Source: an optimization exercise on an open RTL-to-GDS flow (aim: small area). Production flows keep margins and buffers that such runs may drop.
Only simulation tests tie the RTL to the original design; equivalence was not proved.
No activity file was given, so power comes from the tool's default toggle rates. The clock port is modelled as an ideal driver; clocking choices that lean on that would not hold on a real chip.

--- design/flow/flow/run.sh ---
#!/bin/bash
# Own layout flow: the standard ORFS flow (standard.sh, unchanged synthesis,
# floorplan, power grid and tap cells), with two changes:
#  - clock tree: no dummy loads, sink clusters of up to 28 flip-flops within
#    80 um, driven by buf_12 (as strong as clkbuf_16 at these loads, and
#    smaller), clkbuf_16 at the root (the default tree balances with
#    hundreds of dummy loads and small clusters);
#  - port buffers: every input and output port still gets a buffer, of the
#    smallest buffer cell.
# Each step's full output goes to a log of its own in this folder.
set -euo pipefail
export CTS_ARGS="-sink_clustering_enable -repair_clock_nets -dont_use_dummy_load -sink_clustering_size 28 -sink_clustering_max_diameter 80 -buf_list sky130_fd_sc_hd__buf_12 -root_buf sky130_fd_sc_hd__clkbuf_16"
export BUFFER_PORTS_ARGS="-buffer_cell sky130_fd_sc_hd__buf_1"
for step in synth floorplan place cts route finish; do
    bash standard.sh "$step" > "flow_$step.log" 2>&1
done
test -f out/final.def
--- design/flow/standard.sh ---
#!/bin/bash
# synth_recipe.tcl (not shown) runs the flow's synth.tcl, then flattens the netlist and writes it again
# the make line also repeats each setting of config.mk as NAME=value (left out here)
make -C /OpenROAD-flow-scripts/flow DESIGN_CONFIG=/design/flow/config.mk WORK_HOME=/design/flow/orfs CLKGATE_MAP_FILE= SYNTH_SCRIPT=/design/flow/synth_recipe.tcl "${@:-finish}"
--- design/flow/config.mk ---
export PLATFORM = sky130hd
export DESIGN_NAME = framecodec_rx
export DESIGN_NICKNAME = framecodec_rx
export VERILOG_FILES = /design/flow/design.v
export SDC_FILE = /design/flow/constraint.sdc
export NUM_CORES = 4
export LEC_CHECK = 0
export CAP_MARGIN = 20
export CORE_MARGIN = 2
export CORE_UTILIZATION = 70
export SLEW_MARGIN = 20
export SYNTH_HIERARCHICAL = 1
export SYNTH_MINIMUM_KEEP_SIZE = 0
--- design/flow/constraint.sdc ---
create_clock -name core_clock -period 10.0 [get_ports {clk}]
set_input_delay 2.0000 -clock core_clock [delete_from_list [all_inputs] [get_ports {clk}]]
set_output_delay 2.0000 -clock core_clock [all_outputs]
set_load 0.01 [all_outputs]
--- design/flow/design.v ---
module fc_crc16_step (
    input  wire [15:0] crc_in,
    input  wire [7:0]  data,
    output reg  [15:0] crc_out
);
    integer k;
    always @(*) begin
        crc_out = crc_in ^ {8'h00, data};
        for (k = 0; k < 8; k = k + 1) begin
            if (crc_out[0])
                crc_out = (crc_out >> 1) ^ 16'h8408;
            else
                crc_out = crc_out >> 1;
        end
    end
endmodule
module fc_aoi222 (
    input  wire a0, b0, a1, b1, a2, b2,
    output wire y
);
    assign y = ~((a0 & b0) | (a1 & b1) | (a2 & b2));
endmodule
module fc_nand2 (
    input  wire a, b,
    output wire y
);
    assign y = ~(a & b);
endmodule
module fc_nand4 (
    input  wire a, b, c, d,
    output wire y
);
    assign y = ~(a & b & c & d);
endmodule
module fc_nor2 (
    input  wire a, b,
    output wire y
);
    assign y = ~(a | b);
endmodule
module framecodec_rx (
    input  wire        clk,
    input  wire        rst,          
    input  wire        bus_req,
    input  wire        bus_we,
    input  wire [11:0] bus_addr,
    input  wire [31:0] bus_wdata,
    output reg  [31:0] bus_rdata,
    output reg         bus_err,
    input  wire        rxd,
    output wire        irq
);
    localparam RXBUF_SIZE = 262;
    localparam RING       = 131;
    localparam RX_IDLE       = 2'd0;
    localparam RX_COLLECTING = 2'd1;
    localparam RX_READY      = 2'd2;
    localparam S_IDLE  = 2'd0;
    localparam S_START = 2'd1;
    localparam S_DATA  = 2'd2;
    localparam S_STOP  = 2'd3;
    reg        rx_en;
    reg        baud_sel;
    reg  [2:0] ie;           
    reg        err_rx_ovf;
    reg        err_rx_ferr;
    reg  [7:0] rx_gap;
    reg  [1:0] rx_state;
    reg  [8:0] rx_count;
    reg  [15:0] crc_part;    
    reg  [7:0] last1;        
    reg  [7:0] last2;        
    reg        sync_b0;      
    reg        addr_b1;      
    reg  [7:0] len_b2;       
    reg  [7:0] rot;          
    reg  [8*RING-1:0] ring0;   
    reg  [8*RING-1:0] ring1;   
    reg        rxd_meta, rxd_s;
    reg  [1:0] u_state;
    reg  [4:0] u_cnt;        
    reg  [7:0] u_shreg;      
    reg        u_armed;      
    wire [9:0] word = bus_addr[11:2];
    wire aligned = (bus_addr[1:0] == 2'b00);
    wire sel_ctrl   = aligned && word == 10'h000;
    wire sel_status = aligned && word == 10'h001;
    wire sel_ie     = aligned && word == 10'h002;
    wire sel_err    = aligned && word == 10'h003;
    wire sel_rxctrl = aligned && word == 10'h00C;
    wire sel_rxcnt  = aligned && word == 10'h00D;
    wire sel_calc   = aligned && word == 10'h00E;
    wire sel_recv   = aligned && word == 10'h00F;
    wire sel_gap    = aligned && word == 10'h010;
    wire sel_rxbuf  = aligned && word >= 10'h100 && word < 10'h100 + RXBUF_SIZE;
    wire [8:0] buf_idx = word[8:0] - 9'h100;
    wire mapped = sel_ctrl | sel_status | sel_ie | sel_err | sel_rxctrl |
                  sel_rxcnt | sel_calc | sel_recv | sel_gap | sel_rxbuf;
    wire wr = bus_req && bus_we;
    wire rd = bus_req && !bus_we;
    wire soft_reset = wr && sel_ctrl && bus_wdata[31];
    wire do_reset   = rst || soft_reset;
    wire wr_ctrl    = wr && sel_ctrl && !bus_wdata[31];
    wire wr_ie      = wr && sel_ie;
    wire wr_err     = wr && sel_err;
    wire wr_gap     = wr && sel_gap;
    wire release_rx = wr && sel_rxctrl && bus_wdata[0];
    wire [4:0] bit_last  = baud_sel ? 5'd15 : 5'd31;
    wire [4:0] half_last = baud_sel ? 5'd7  : 5'd15;
    wire       bit_end   = (u_cnt == bit_last);
    always @(posedge clk) begin
        if (do_reset) begin
            rxd_meta <= 1'b1;
            rxd_s    <= 1'b1;
        end else begin
            rxd_meta <= rxd;
            rxd_s    <= rxd_meta;
        end
    end
    always @(posedge clk) begin
        if (do_reset) begin
            u_state <= S_IDLE;
            u_cnt   <= 5'd0;
            u_shreg <= 8'h00;
            u_armed <= 1'b0;
        end else begin
            case (u_state)
                S_IDLE: begin
                    if (!u_armed) begin
                        u_cnt   <= 5'd0;
                        u_shreg <= 8'h00;
                        if (rxd_s)
                            u_armed <= 1'b1;
                    end else begin
                        if (bit_end && u_shreg != 8'hFF)
                            u_shreg <= u_shreg + 8'd1;
                        if (!rxd_s) begin
                            u_cnt   <= 5'd0;
                            u_state <= S_START;
                        end else begin
                            u_cnt <= bit_end ? 5'd0 : u_cnt + 5'd1;
                        end
                    end
                end
                S_START: begin
                    if (u_cnt == half_last) begin
                        u_cnt   <= 5'd0;
                        u_shreg <= rxd_s ? 8'h00 : 8'h80;
                        u_state <= rxd_s ? S_IDLE : S_DATA;
                    end else begin
                        u_cnt   <= u_cnt + 5'd1;
                        u_shreg <= 8'h00;
                    end
                end
                S_DATA: begin
                    if (bit_end) begin
                        u_cnt   <= 5'd0;
                        u_shreg <= {rxd_s, u_shreg[7:1]};
                        if (u_shreg[0])
                            u_state <= S_STOP;
                    end else begin
                        u_cnt <= u_cnt + 5'd1;
                    end
                end
                S_STOP: begin
                    if (bit_end) begin
                        u_cnt   <= 5'd0;
                        u_shreg <= 8'h00;
                        u_armed <= rxd_s;
                        u_state <= S_IDLE;
                    end else begin
                        u_cnt <= u_cnt + 5'd1;
                    end
                end
            endcase
        end
    end
    wire       char_valid   = (u_state == S_STOP) && bit_end;
    wire [7:0] char_data    = u_shreg;
    wire       char_stop_ok = rxd_s;
    wire       line_gap  = !u_state[1] && (u_shreg >= rx_gap) && (u_shreg != 8'd0);
    wire [15:0] crc_next;
    fc_crc16_step u_crc (
        .crc_in  (crc_part),
        .data    (last2),
        .crc_out (crc_next)
    );
    wire       rx_en_now    = wr_ctrl ? bus_wdata[0] : rx_en;
    wire [1:0] state_now    = release_rx ? RX_IDLE : rx_state;
    wire [8:0] count_now    = release_rx ? 9'd0 : rx_count;
    wire       accept       = char_valid && rx_en_now;
    wire       store        = accept && state_now != RX_READY && count_now != RXBUF_SIZE;
    wire       drop         = accept && !store;
    always @(posedge clk) begin
        if (do_reset) begin
            rx_en       <= 1'b0;
            baud_sel    <= 1'b0;
            ie          <= 3'b000;
            err_rx_ovf  <= 1'b0;
            err_rx_ferr <= 1'b0;
            rx_gap      <= 8'd20;
            rx_state    <= RX_IDLE;
            rx_count    <= 9'd0;
            crc_part    <= 16'h0000;
        end else begin
            if (wr_ctrl) begin
                rx_en    <= bus_wdata[0];
                baud_sel <= bus_wdata[1];
            end
            if (wr_ie)
                ie <= bus_wdata[2:0];
            if (wr_gap)
                rx_gap <= bus_wdata[7:0];
            err_rx_ovf  <= (err_rx_ovf  && !(wr_err && bus_wdata[3])) || drop;
            err_rx_ferr <= (err_rx_ferr && !(wr_err && bus_wdata[4])) ||
                           (accept && !char_stop_ok);
            if (store) begin
                rx_state <= RX_COLLECTING;
                rx_count <= count_now + 9'd1;
                if (release_rx)
                    crc_part <= 16'h0000;
                else if (rx_count >= 9'd2)
                    crc_part <= crc_next;
            end else if (release_rx) begin
                rx_state <= RX_IDLE;
                rx_count <= 9'd0;
                crc_part <= 16'h0000;
            end else if (line_gap && rx_state == RX_COLLECTING) begin
                rx_state <= RX_READY;
            end
        end
    end
    always @(posedge clk) begin
        if (!do_reset && store) begin
            last1 <= char_data;
            last2 <= last1;
        end
        if (store && count_now == 9'd0)
            sync_b0 <= (char_data == 8'h02);
        if (store && count_now == 9'd1)
            addr_b1 <= (char_data == 8'h03);
        if (store && count_now == 9'd2)
            len_b2 <= char_data;
    end
    wire [7:0] rot_inc = rot + 8'd1;
    wire       ins     = ((rx_count[0] ? rot : rot_inc) == rx_count[8:1]);
    wire       ins0    = ins &&  rx_count[0];
    wire       ins1    = ins && !rx_count[0];
    always @(posedge clk) begin
        if (rst)
            rot <= 8'd0;
        else
            rot <= (rot == RING - 1) ? 8'd0 : rot_inc;
        ring0 <= {ins0 ? last1 : ring0[7:0], ring0[8*RING-1:8]};
        ring1 <= {ins1 ? last1 : ring1[7:0], ring1[8*RING-1:8]};
    end
    wire [9:0] rd_left  = {1'b0, rx_count} + {1'b0, ~buf_idx};
    wire       rd_valid = rd_left[9];
    wire       rd_last  = rd_left[9] && (rd_left[8:0] == 9'd0);
    wire [7:0] rd_slot = buf_idx[8:1];
    wire [8:0] rd_diff = {1'b0, rd_slot} - {1'b0, rot};
    wire [7:0] rd_pos  = rd_diff[8] ? rd_diff[7:0] + RING : rd_diff[7:0];
    wire [15:0] lo_n  = ~(16'd1 << rd_pos[3:0]);
    wire [8:0]  hi    = 9'd1 << rd_pos[7:4];
    wire [8:0]  hi0_n = ~(buf_idx[0] ? 9'd0 : hi);
    wire [8:0]  hi1_n = ~(buf_idx[0] ? hi : 9'd0);
    localparam NE = 2 * RING;              
    localparam NA = NE / 3;                
    localparam NT = NA + 1;                
    wire [NE-1:0] sel;
    genvar g, b;
    generate
        for (g = 0; g < RING; g = g + 1) begin : g_sel
            fc_nor2 u_s0 (.a(hi0_n[g >> 4]), .b(lo_n[g & 15]), .y(sel[g]));
            fc_nor2 u_s1 (.a(hi1_n[g >> 4]), .b(lo_n[g & 15]), .y(sel[RING + g]));
        end
    endgenerate
    wire [7:0] ring_rd;
    generate
        for (b = 0; b < 8; b = b + 1) begin : g_bit
            wire [NE-1:0] d;
            wire [NT-1:0] t_n;          
            wire [NT/4-1:0] q;          
            for (g = 0; g < RING; g = g + 1) begin : g_d
                assign d[g]        = ring0[8*g + b];
                assign d[RING + g] = ring1[8*g + b];
            end
            for (g = 0; g < NA; g = g + 1) begin : g_grp
                fc_aoi222 u_a (
                    .a0(sel[3*g]),   .b0(d[3*g]),
                    .a1(sel[3*g+1]), .b1(d[3*g+1]),
                    .a2(sel[3*g+2]), .b2(d[3*g+2]),
                    .y(t_n[g]));
            end
            fc_nand2 u_l (.a(sel[NE-1]), .b(d[NE-1]), .y(t_n[NT-1]));
            for (g = 0; g < NT/4; g = g + 1) begin : g_nand
                fc_nand4 u_n (.a(t_n[4*g]), .b(t_n[4*g+1]), .c(t_n[4*g+2]),
                              .d(t_n[4*g+3]), .y(q[g]));
            end
            assign ring_rd[b] = |q;
        end
    endgenerate
    wire ready  = (rx_state == RX_READY);
    wire n_ge2  = (rx_count >= 9'd2);
    wire [15:0] crc_calc = (ready && n_ge2) ? crc_part : 16'h0000;
    wire [15:0] crc_recv = (ready && n_ge2) ? {last1, last2} : 16'h0000;
    wire crc_ok  = ready && n_ge2 && (crc_calc == crc_recv);
    wire sync_ok = ready && sync_b0;
    wire addr_ok = ready && n_ge2 && addr_b1;
    wire len_ok  = ready && (rx_count >= 9'd6) &&
                   ((rx_count <= 9'd250) ? (len_b2 == rx_count[7:0])
                                         : (len_b2 == 8'h00));
    wire err_any = err_rx_ovf | err_rx_ferr;
    assign irq = (ready && ie[1]) || (err_any && ie[2]);
    reg [31:0] rdata;
    always @(*) begin
        rdata = 32'h0000_0000;
        if (sel_ctrl)   rdata = {30'd0, baud_sel, rx_en};
        if (sel_status) rdata = {22'd0, irq, err_any, len_ok, addr_ok, sync_ok,
                                 crc_ok, rx_state == RX_COLLECTING, ready, 2'b00};
        if (sel_ie)     rdata = {29'd0, ie};
        if (sel_err)    rdata = {27'd0, err_rx_ferr, err_rx_ovf, 3'b000};
        if (sel_rxcnt)  rdata = {23'd0, rx_count};
        if (sel_calc)   rdata = {16'd0, crc_calc};
        if (sel_recv)   rdata = {16'd0, crc_recv};
        if (sel_gap)    rdata = {24'd0, rx_gap};
        if (sel_rxbuf && rd_valid)
            rdata = {24'd0, rd_last ? last1 : ring_rd};
    end
    always @(posedge clk) begin
        if (rst) begin
            bus_rdata <= 32'h0000_0000;
            bus_err   <= 1'b0;
        end else begin
            bus_rdata <= rd ? rdata : 32'h0000_0000;
            bus_err   <= bus_req && !mapped;
        end
    end
endmodule
==> results.json, run 1 <==
{
  "cts.sinks": 2207,
  "dieArea_um2": 86900,
  "htreeDepth": 3,
  "status": "complete, no violations",
  "drc_errors": 0,
  "final_cell_area_um2": 62700,
  "p_int_mw": 10.4,
  "synth_xor_xnor_area_share_pct": 1.55,
  "grt_overflow": 0,
  "setup_viol": 0,
  "cp.required_ps": 10480,
  "p_comb_share_pct": 2.6,
  "timing.final.crit_share_pct": 86.0,
  "numCtsBuffers": 89,
  "syn_area_per_cell_um2": 14.1,
  "synthAdderAreaFrac_pct": 0.828,
  "via_count": 36900,
  "yosys_register_bits": 2207,
  "initial_core_util_pct": 70.8,
  "power_density_nw_per_um2": 210,
  "rsz0062_at_grt": "no",
  "path_clk_slew_ps": 110,
  "ant_nets": 0,
  "ys_async_sr_fraction_pct": 0,
  "max-vdd-ir-drop_mv": 0.183,
  "clk_path_buf_depth": 3,
  "reg2reg_from": "rot[0]",
  "arrival_ps": 9080,
  "crit_end": "bus_rdata[3]",
  "placed_cell_area_um2": 60900,
  "endpoint_kind": "register",
  "ys_seq_area_share_pct": 75.0,
  "hold_viol": 0,
  "post-route-min-period_ps": 8600,
  "fmax_mhz": 116,
  "reg2reg_depth": 18,
  "ctsResizeCount": 0,
  "grt_pass1_vias": 35600,
  "grt_pass1_wl_um": 215000,
  "yosys_warnings": 8,
  "cts-root-buf": "clkbuf_16",
  "fin_ws_ps": 1400,
  "r2r_slack_ps": 2900,
  "final_nets": 4433,
  "synth_compound_area_share_pct": 14.1,
  "seq_power_share_pct": 67.9,
  "startpoint": "bus_addr[3]",
  "setup_tns_ps": 0,
  "hp-class": "reg2reg",
  "cts_tree": "built",
  "synthSimpleGateAreaFrac_pct": 7.17,
  "clock_power_share_pct": 29.5,
  "p_leak_nw": 22.6,
  "slew_headroom_pct": 21.6,
  "r2r_end": "bus_rdata[3]",
  "yosys-top-cells-count": "dfxtp_1 (2181), a222oi_1 (700), nor2_1 (349)",
  "grt_max_degree": 29,
  "drt_first_pass_iters": 7,
  "cts_setup_buffers": 0,
  "clock_latency_ps": 660,
  "drv_cap": 0,
  "final_layout_size_suffix_gt1_share_pct": 3.98,
  "synthCells": 4213,
  "fill_cells": 5443,
  "die_h_um": 295,
  "gp_congestion": 0.912,
  "power.total_mw": 13.2,
  "finalClockSkew_ps": 76.3,
  "pre_cts_slack_ps": 979,
  "dp_hpwl_um": 100000,
  "routed_wl_um": 143000,
  "synthDistinctLibCells": 78,
  "grt.total_usage_pct": 32.5,
  "dr.first_iter.drc_count": 5548,
  "crit_type": "in2reg",
  "switchingPower_mw": 2.80,
  "hold_buffers": 0,
  "fp-row-count": 106,
  "ys.flop_type": "dfxtp_1",
  "start_kind": "primary input",
  "synth.area.mux_share_pct": 0.598,
  "antenna_found_initial": 4,
  "synthTopCellsByArea": "dfxtp_1 (74%), a222oi_1 (12%), nor2_1 (2.2%), nand4_1 (2.2%), edfxtp_1 (1.3%)",
  "routedWlPerCell_um": 26.1,
  "yosys.area.top_type": "dfxtp_1",
  "synth_area_um2": 59200,
  "die_w_um": 295,
  "power.share.switching_pct": 21.2,
  "slew_violations": 0,
  "portBuffers": 43,
  "synth_edf_count": 26,
  "synth_top_family_by_area": "compound AO/OA/AOI/OAI gates",
  "tightest_slew_ps": 1170,
  "pin_count": 83,
  "synth_top_area_share_pct": 73.7,
  "syn2layout_area_growth_pct": 5.88,
  "yosysMostFrequentCell": "dfxtp_1",
  "drt-vias-per-instance": 6.74,
  "crit_fanout": 16,
  "min_from": "ring1[65]",
  "core_area_um2": 83700
}
==> cells in the final DEF (no fill, tap or decap), types with 6 or more instances in the layout <==
cell type / n
a211o_1: 6
a211oi_1: 10
a21o_1: 9
a21oi_1: 53
a222oi_1: 700
a22oi_1: 18
and2_1: 9
and3_1: 10
buf_1: 43
buf_12: 80
buf_4: 37
clkbuf_16: 9
conb_1: 16
dfxtp_1: 2181
edfxtp_1: 26
ha_1: 36
inv_1: 45
mux2_2: 19
mux2i_1: 14
nand2_1: 115
nand2b_1: 9
nand3_1: 32
nand3b_1: 8
nand4_1: 204
nor2_1: 349
nor2b_1: 7
nor3_1: 25
nor4_1: 49
o21a_1: 6
o21ai_0: 23
or4_1: 14
xnor2_1: 44
xor2_1: 28
==> through the flow <==
| stage | std cells | utilization [%] | hold WS (ps) |
|---|---|---|---|
| 3_3_place_gp | 5389 | 72.7 | 331 |
| 2_1_floorplan | 4228 | - | 330 |
| 5_1_grt | 5479 | 74.9 | 321 |
| 3_5_place_dp | 5389 | 72.7 | 335 |
| 4_1_cts | 5478 | 74.9 | 299 |
| 6_report | 5479 | 74.9 | 305 |
==> modules after synthesis (local to each module, per instance) <==
| module | cell area, µm² | times used | cells | flops+latches |
|---|---|---|---|---|
| fc_nand2 | 3.75 | 8 | 1 | 0 |
| fc_crc16_step | 380 | 1 | 25 | 0 |
| fc_nand4 | 6.26 | 176 | 1 | 0 |
| framecodec_rx | 49800 | 1 | 3046 | 2207 |
| fc_nor2 | 3.75 | 262 | 1 | 0 |
| fc_aoi222 | 10.0 | 696 | 1 | 0 |
==> worst max-delay path, stage by stage <==
cell      delay (ps)
buf_1             70
buf_4            180
inv_1            340
ha_1             240
inv_1             60
fa_1             400
a211oi_1         360
o21ai_1          160
a21o_1           230
a211oi_2         350
or4b_1           560
o211a_1          250
nand4_1          560
nor2_1           310
a222oi_1         490
nand4_1          290
nor4_1           800
nand4_1          510
or4_1            560
a21oi_1          230
o32ai_1          120
==> metal layers <==
metal  GRT usage [%]  up-vias  share of wire, %
met2            51.3     1531                46
met4            11.1        0               3.5
li1                -    16900                 -
met3            4.60      266               8.1
met1            46.2    18300                42
met5               0        -                 0
==> cells by family (layout without fill, tap and decap cells) <==
logic type               after synthesis  count (layout)
AND/OR/NAND/NOR                      859             859
AO/OA/AOI/OAI                        891             891
XOR/XNOR                              86              86
buffers and inverters                 98             214
adder cells (fa/ha/maj)               38              38
multiplexers                          33              33
other                                  1              17
flip-flops                          2207            2207
==> sequential cells by signal, summed over array words and instances, names as in the netlist, 2 cells and up, named ones only <==
| name | count |
|---|---|
| crc_part | 16 |
| u_shreg | 8 |
| rx_count | 9 |
| len_b2 | 8 |
| u_cnt | 5 |
| rx_state | 2 |
| rx_gap | 8 |
| last2 | 8 |
| ie | 3 |
| ring0 | 1048 |
| last1 | 8 |
| ring1 | 1048 |
| rot | 8 |
| bus_rdata | 16 |
==> power by group through the flow <==
stage	clock network (mW)	registers [mW]	logic [mW]
4_1_cts	3.95	8.94	0.325
3_3_place_gp	0	9.14	0.321
2_1_floorplan	0	9.12	0.160
6_report	3.89	8.94	0.339
3_5_place_dp	0	9.14	0.324
5_1_grt	4.24	8.95	0.348
==> area by class of cell <==
cell class | instances | area [µm²] | area share, %
flip-flops and latches | 2207 | 44400 | 70.9
multi-input cells | 1923 | 14400 | 23.0
clock buffers | 89 | 1830 | 2.91
well taps | 1134 | 1420 | 2.26
repair buffers | 80 | 439 | 0.700
inverters | 45 | 169 | 0.269
diodes | 1 | 2.50 | 0.00399
==> how the worst min path moves through the flow <==
stage	endpoint	slack, ps	depth (start not counted)
after global routing	ring0[820]	320	0
after detailed placement	ring1[937]	330	0
final	ring1[57]	300	0
after CTS	ring0[796]	300	0
after global placement	ring1[457]	330	0
after floorplan	ring0[1000]	330	0
==> inputs of run 2 (changes only) <==
--- a/design/flow/flow/run.sh
+++ b/design/flow/flow/run.sh
@@ -3,3 +3,3 @@
 # floorplan, power grid and tap cells), with two changes:
-#  - clock tree: no dummy loads, sink clusters of up to 28 flip-flops within
+#  - clock tree: no dummy loads, sink clusters of up to 30 flip-flops within
 #    80 um, driven by buf_12 (as strong as clkbuf_16 at these loads, and
@@ -11,3 +11,3 @@
 set -euo pipefail
-export CTS_ARGS="-sink_clustering_enable -repair_clock_nets -dont_use_dummy_load -sink_clustering_size 28 -sink_clustering_max_diameter 80 -buf_list sky130_fd_sc_hd__buf_12 -root_buf sky130_fd_sc_hd__clkbuf_16"
+export CTS_ARGS="-sink_clustering_enable -repair_clock_nets -dont_use_dummy_load -sink_clustering_size 30 -sink_clustering_max_diameter 80 -buf_list sky130_fd_sc_hd__buf_12 -root_buf sky130_fd_sc_hd__clkbuf_16"
 export BUFFER_PORTS_ARGS="-buffer_cell sky130_fd_sc_hd__buf_1"
==> run 2 against run 1 <==
  * Clock-buffer cell count shrank 5
  * Die area is the same
  * Critical path depth stayed put
  * Synthesized area did not move
  * Clock power is 2% lower
  * Total power is 0.63% lower
  * Via count decreased by 0.11%
  * Critical endpoint is now bus_rdata[4]
  * Largest cell class unchanged
  * Largest power group unchanged
  * Highest routed layer is now met5
==> results.json, run 2 <==
{
  "portBuffers": 43,
  "path_clk_slew_ps": 120,
  "crit_chain": "buf_1 > buf_4 > inv_1 > ha_1 > inv_1 > fa_1 > a211oi_1 > o21ai_1 > a21o_1 > a211oi_2 > or4b_1 > and4_1 > nand3_1 > nor2_1 > a222oi_1 > nand4_1 > nor4_1 > nand4_1 > or4_1 > a21oi_1 > o22ai_1",
  "crit_buf_inv": 4,
  "setup_tns_ps": 0,
  "synth_top_area_share_pct": 73.7,
  "cts-root-buf": "clkbuf_16",
  "p_int_mw": 10.3,
  "hold_viol": 0,
  "grt_overflow": 0,
  "rsz0062_at_grt": "no",
  "synthSimpleGateAreaFrac_pct": 7.17,
  "final_cell_area_um2": 62600,
  "post-route-min-period_ps": 8760,
  "synth_top_family_by_area": "compound AO/OA/AOI/OAI gates",
  "final_common_cell": "dfxtp_1",
  "hold_buffers": 0,
  "hp-class": "reg2reg",
  "ys_async_sr_fraction_pct": 0,
  "drv_cap": 0,
  "placed_cell_area_um2": 60900,
  "cpMaxStageDelayCell": "nor4_1",
  "routed_wl_um": 143000,
  "synth_edf_count": 26,
  "grt_max_degree": 31,
  "fmax_mhz": 114,
  "grt_pass1_vias": 35600,
  "antenna_found_initial": 2,
  "syn_area_per_cell_um2": 14.1,
  "yosys_warnings": 8,
  "arrival_ps": 9280,
  "via_count": 36900,
  "dieArea_um2": 86900,
  "p_leak_nw": 22.5,
  "slew_headroom_pct": 18.0,
  "final_layout_size_suffix_gt1_share_pct": 3.87,
  "clock_latency_ps": 650,
  "pin_count": 83,
  "dp_hpwl_um": 100000,
  "switchingPower_mw": 2.79,
  "yosys.area.top_type": "dfxtp_1",
  "core_area_um2": 83700,
  "ctsResizeCount": 0,
  "htreeDepth": 3,
  "synth_xor_xnor_area_share_pct": 1.55,
  "final_nets": 4428,
  "synth_area_um2": 59200,
  "grt.total_usage_pct": 32.5,
  "drt-vias-per-instance": 6.74,
  "syn2layout_area_growth_pct": 5.72,
  "yosys-top-cells-count": "dfxtp_1 (2181), a222oi_1 (700), nor2_1 (349)",
  "finalClockSkew_ps": 65.0,
  "routedWlPerCell_um": 26.1,
  "synthCells": 4213,
  "ant_nets": 0,
  "cts_setup_buffers": 0,
  "power.share.switching_pct": 21.3,
  "slew_violations": 0,
  "die_w_um": 295,
  "most-common-layout-cells": "dfxtp_1 (2181), a222oi_1 (700), nor2_1 (349), nand4_1 (204), nand2_1 (115)",
  "ys_seq_area_share_pct": 75.0,
  "dr.first_iter.drc_count": 5664,
  "timing.final.crit_share_pct": 87.6,
  "numCtsBuffers": 84,
  "seq_power_share_pct": 68.3,
  "crit_type": "in2reg",
  "synthAdderAreaFrac_pct": 0.828,
  "drt_first_pass_iters": 9,
  "synth_compound_area_share_pct": 14.1,
  "setup_viol": 0,
  "synthDistinctLibCells": 78,
  "yosysMostFrequentCell": "dfxtp_1",
  "max_stage_delay_ps": 1050,
  "die_h_um": 295,
  "max-vdd-ir-drop_mv": 0.202,
  "start_kind": "primary input",
  "cts_tree": "built",
  "initial_core_util_pct": 70.8,
  "largestRegisters": "ring0 (1048), ring1 (1048)",
  "p_comb_share_pct": 2.6,
  "endpoint_kind": "register",
  "clk_path_buf_depth": 3,
  "synth.area.mux_share_pct": 0.598,
  "power_density_nw_per_um2": 209,
  "gp_congestion": 0.912,
  "fill_cells": 5445,
  "grt_pass1_wl_um": 215000,
  "ys.flop_type": "dfxtp_1",
  "fp-row-count": 106,
  "yosys_register_bits": 2207,
  "cp.required_ps": 10520,
  "synthTopCellsByArea": "dfxtp_1 (74%), a222oi_1 (12%), nor2_1 (2.2%), nand4_1 (2.2%), edfxtp_1 (1.3%)",
  "crit_fanout": 16,
  "status": "complete, no violations",
  "tightest_slew_ps": 1220,
  "clock_power_share_pct": 29.1,
  "cts.sinks": 2207,
  "drc_errors": 0,
  "path_delay_family": "simple AND/OR/NAND/NOR gates"
}
run 2: cell counts after synthesis:
Identical to the previous run, type by type.
run 2: worst register-to-register path, stage by stage (launching register included):
cell,delay [ps]
dfxtp_1,510
ha_1,220
inv_1,60
fa_1,400
a211oi_1,350
o21ai_1,160
a21o_1,220
a211oi_2,350
or4b_1,560
and4_1,370
nand3_1,570
nor2_1,310
a222oi_1,500
nand4_1,180
nor4_1,1050
nand4_1,550
or4_1,570
a21oi_1,150
o22ai_1,90
run 2: layout make-up:
| class | instances | area, µm² | share of cell area [%] |
|---|---|---|---|
| inverter | 45 | 169 | 0.270 |
| clock buffer | 84 | 1730 | 2.76 |
| tap | 1134 | 1420 | 2.27 |
| sequential | 2207 | 44400 | 71.0 |
| multi-input combinational | 1923 | 14400 | 23.0 |
| antenna | 3 | 7.51 | 0.0120 |
| timing repair buffer | 80 | 439 | 0.701 |
run 2: logic make-up (layout without fill, tap and decap cells):
family / after synthesis / in the layout
AO/OA/AOI/OAI: 891 / 891
flip-flops: 2207 / 2207
other: 1 / 19
adder cells (fa/ha/maj): 38 / 38
XOR/XNOR: 86 / 86
AND/OR/NAND/NOR: 859 / 859
buffers and inverters: 98 / 209
multiplexers: 33 / 33
run 2: per-stage QoR:
stage	setup slack (ps)	util [%]	std cells	power (mW)	hold WS (ps)
after global routing	1050	74.8	5473	13.4	298
after global placement	983	72.7	5389	9.46	331
after detailed placement	979	72.7	5389	9.47	335
after CTS	1630	74.8	5473	13.1	298
after floorplan	3020	-	4228	9.29	330
final	1240	74.8	5476	13.1	295
run 2: power groups by stage:
stage | sequential (mW) | combinational, mW | clock, mW
CTS | 8.94 | 0.325 | 3.85
detailed placement | 9.14 | 0.324 | 0
finish | 8.94 | 0.340 | 3.81
floorplan | 9.12 | 0.160 | 0
global placement | 9.14 | 0.321 | 0
global route | 8.95 | 0.348 | 4.14
run 2: Yosys stat by module (local to each module, per instance):
module	times used	flops+latches	cell area, µm²
fc_nor2	262	0	3.75
fc_aoi222	696	0	10.0
fc_nand4	176	0	6.26
framecodec_rx	1	2207	49800
fc_nand2	8	0	3.75
fc_crc16_step	1	0	380
run 2: routing by layer:
layer | GRT usage (%) | wire length [µm] | vias up
met3 | 4.82 | 11400 | 285
met1 | 46.3 | 60900 | 18300
met2 | 51.0 | 65100 | 1495
met4 | 11.2 | 5370 | 2
li1 | - | - | 16900
met5 | 0 | 12 | -
run 2: path summary, 6_finish.rpt:
| kind | startpoint | to | slack, ps | cells after the start |
|---|---|---|---|---|
| setup reg to reg | rot[0] | bus_rdata[4] | 2720 | 18 |
| hold reg to reg | ring0[795] | ring0[787] | 290 | 0 |
| setup / recovery | bus_addr[3] | bus_rdata[4] | 1240 | 21 |
| hold / removal | ring0[795] | ring0[787] | 290 | 0 |
==> inputs of run 3 (changes only) <==
--- a/design/flow/config.mk
+++ b/design/flow/config.mk
@@ -9,3 +9,3 @@
 export CORE_MARGIN = 2
-export CORE_UTILIZATION = 70
+export CORE_UTILIZATION = 80
 export SLEW_MARGIN = 20
==> run 3 against run 2 <==
  * Largest cell class unchanged
  * Die area down 12%
  * Via count grew 4.8%
  * Still clean on timing, DRC and antenna
  * Non-clock buffer count decreased by 2
  * Worst hold slack gained 0.74 ps
  * Largest power group unchanged
==> results.json, run 3 <==
{
  "status": "complete, no violations",
  "power.total_mw": 13.1,
  "clk_path_buf_depth": 3,
  "min_from": "ring1[50]",
  "pre_cts_slack_ps": 1240,
  "via_count": 38700,
  "r2r_end": "bus_rdata[3]",
  "drv_cap": 0,
  "synthSimpleGateAreaFrac_pct": 7.17,
  "synth_compound_area_share_pct": 14.1,
  "yosys_register_bits": 2207,
  "grt_max_degree": 31,
  "path_clk_slew_ps": 110,
  "path_delay_family": "simple AND/OR/NAND/NOR gates",
  "cpMaxStageDelayCell": "nor4_1",
  "yosys-top-cells-count": "dfxtp_1 (2181), a222oi_1 (700), nor2_1 (349)",
  "power_density_nw_per_um2": 210,
  "finalClockSkew_ps": 88.9,
  "syn2layout_area_growth_pct": 5.36,
  "seq_power_share_pct": 68.3,
  "pin_count": 83,
  "synth_area_um2": 59200,
  "setup_viol": 0,
  "dp_hpwl_um": 102000,
  "timing.final.crit_share_pct": 83.9,
  "gp_congestion": 0.924,
  "fp-row-count": 99,
  "arrival_ps": 8900,
  "ctsResizeCount": 0,
  "cts-root-buf": "clkbuf_16",
  "ys.flop_type": "dfxtp_1",
  "synth_edf_count": 26,
  "crit_buf_inv": 4,
  "grt_pass1_wl_um": 226000,
  "slew_headroom_pct": 19.4,
  "cts.sinks": 2207,
  "numCtsBuffers": 84,
  "rsz0062_at_grt": "no",
  "hold_buffers": 0,
  "max_stage_delay_ps": 820,
  "synthCells": 4213,
  "fin_ws_ps": 1610,
  "die_h_um": 276,
  "reg2reg_depth": 18,
  "drt-vias-per-instance": 7.30,
  "p_comb_share_pct": 2.6,
  "grt_pass1_vias": 37400,
  "drt_first_pass_iters": 10,
  "die_w_um": 276,
  "hp-class": "reg2reg",
  "core_area_um2": 73100,
  "min_path_cells": 0,
  "p_int_mw": 10.3,
  "synthDistinctLibCells": 78,
  "most-common-layout-cells": "dfxtp_1 (2181), a222oi_1 (700), nor2_1 (349), nand4_1 (204), nand2_1 (115)",
  "setup_tns_ps": 0,
  "crit_type": "in2reg",
  "max-vdd-ir-drop_mv": 0.186,
  "ys_async_sr_fraction_pct": 0,
  "ys_seq_area_share_pct": 75.0,
  "final_nets": 4426,
  "largestRegisters": "ring0 (1048), ring1 (1048)",
  "cts_setup_buffers": 0,
  "synth_top_family_by_area": "compound AO/OA/AOI/OAI gates",
  "fmax_mhz": 119,
  "r2r_slack_ps": 2770,
  "whs_endpoint": "ring1[42]",
  "switchingPower_mw": 2.80,
  "synth_xor_xnor_area_share_pct": 1.55,
  "slew_violations": 0,
  "dieArea_um2": 76200,
  "reg2reg_from": "rot[0]",
  "final_layout_size_suffix_gt1_share_pct": 3.85,
  "synthTopCellsByArea": "dfxtp_1 (74%), a222oi_1 (12%), nor2_1 (2.2%), nand4_1 (2.2%), edfxtp_1 (1.3%)",
  "post-route-min-period_ps": 8390,
  "final_common_cell": "dfxtp_1",
  "synthAdderAreaFrac_pct": 0.828,
  "yosysMostFrequentCell": "dfxtp_1",
  "yosys.area.top_type": "dfxtp_1",
  "yosys_warnings": 8,
  "crit_chain": "buf_1 > buf_4 > inv_1 > ha_1 > inv_1 > fa_1 > a211oi_1 > o21ai_1 > a21o_1 > a21o_1 > nor4_1 > nor3_1 > nand3_1 > nor2_1 > a222oi_1 > nand4_1 > nor4_1 > nand4_1 > or4_1 > a21oi_1 > o32ai_1",
  "ant_nets": 0,
  "p_leak_nw": 22.5,
  "grt_overflow": 0,
  "grt.total_usage_pct": 38.4,
  "antenna_found_initial": 8,
  "portBuffers": 43,
  "start_kind": "primary input",
  "dr.first_iter.drc_count": 7000,
  "tightest_slew_ps": 1210,
  "drc_errors": 0,
  "initial_core_util_pct": 81.0,
  "routed_wl_um": 150000,
  "syn_area_per_cell_um2": 14.1,
  "routedWlPerCell_um": 28.4,
  "cts_tree": "built",
  "htreeDepth": 3,
  "hold_viol": 0,
  "endpoint_kind": "register",
  "clock_latency_ps": 670,
  "clock_power_share_pct": 29.1,
  "synth_top_area_share_pct": 73.7,
  "power.share.switching_pct": 21.4,
  "crit_fanout": 16,
  "synth.area.mux_share_pct": 0.598,
  "cp.required_ps": 10520
}
-- run 3: cell counts after synthesis --
No cell type changed its count.
-- run 3: worst max path at each step --
stage,from,slack (ps),cells after the start,to
2_1_floorplan,bus_addr[3],3020,19,bus_rdata[3]
3_3_place_gp,bus_addr[3],1400,21,bus_rdata[2]
3_5_place_dp,bus_addr[3],1240,21,bus_rdata[2]
4_1_cts,bus_addr[3],1840,21,bus_rdata[2]
5_1_grt,bus_addr[3],1340,21,bus_rdata[3]
6_report,bus_addr[3],1610,21,bus_rdata[3]
-- run 3: final cells by class --
class                      count  area, µm²
tap                          959       1200
fill                        3616      10700
clock buffer                  84       1730
inverter                      45        169
sequential                  2207      44400
antenna                        2       5.00
multi-input combinational   1923      14400
timing repair buffer          78        437
-- run 3: cell families after synthesis --
group,Yosys count
AO/OA/AOI/OAI,891
other,1
XOR/XNOR,86
flip-flops,2207
multiplexers,33
AND/OR/NAND/NOR,859
buffers and inverters,98
adder cells (fa/ha/maj),38
-- run 3: through the flow --
stage	instance area (µm²)	instances	utilization, %	hold WS, ps
2_1_floorplan	59300	4228	-	330
3_3_place_gp	60700	5212	83.0	331
3_5_place_dp	60700	5212	83.0	335
4_1_cts	62400	5296	85.4	303
5_1_grt	62400	5297	85.4	305
6_report	62400	5298	85.4	295
-- run 3: per-module statistics from Yosys (local to each module, per instance) --
module,cells,times used
fc_nand2,1,8
fc_nand4,1,176
framecodec_rx,3046,1
fc_nor2,1,262
fc_aoi222,1,696
fc_crc16_step,25,1
-- run 3: layer usage --
layer / GRT usage, % / part of all wire, % / vias up
li1: - / - / 16900
met1: 52.8 / 38 / 19000
met2: 60.8 / 46 / 2324
met3: 6.12 / 10 / 486
met4: 17.8 / 5.7 / 4
met5: 0 / 0.025 / -
-- run 3: power by group through the flow --
stage               clock (mW)  combinational, mW  sequential [mW]
finish                    3.82              0.335             8.95
global route              4.09              0.339             8.96
CTS                       3.81              0.316             8.94
detailed placement           0              0.314             9.15
global placement             0              0.309             9.14
floorplan                    0              0.160             9.12

[port drivers added, routing unchanged]
The results above use ideal ports. As a check the final layouts listed here were re-extracted and re-timed, cells and wires unchanged.
Step 1, drivers: a clkbuf_16 drives clk and a buf_2 each remaining input, both assumed.
Step 2 times the ports against the registers' clock, not the clock port: input delays grow and output delays shrink by t, the midpoint of the rising clock arrivals with the driver on.
Slacks: no drivers / after step 1 / after step 2; pairs: no drivers / after step 1.
| run | t, ns | setup WS [ns] | worst hold slack (ns) | worst register clock-pin slew, ns |
|---|---|---|---|---|
| run 1 | 0.695 | 1.396 / 1.441 / 0.746 | 0.305 / 0.305 / 0.305 | 0.11 / 0.11 |
| run 2 | 0.692 | 1.236 / 1.281 / 0.589 | 0.295 / 0.295 / 0.295 | 0.12 / 0.12 |
| run 3 | 0.699 | 1.614 / 1.664 / 0.965 | 0.295 / 0.295 / 0.295 | 0.12 / 0.12 |
After both steps setup and hold are still met in every run listed. For run 1, which loses most, drivers alone change the setup slack by +0.045 ns; drivers and shift together by -0.650 ns.
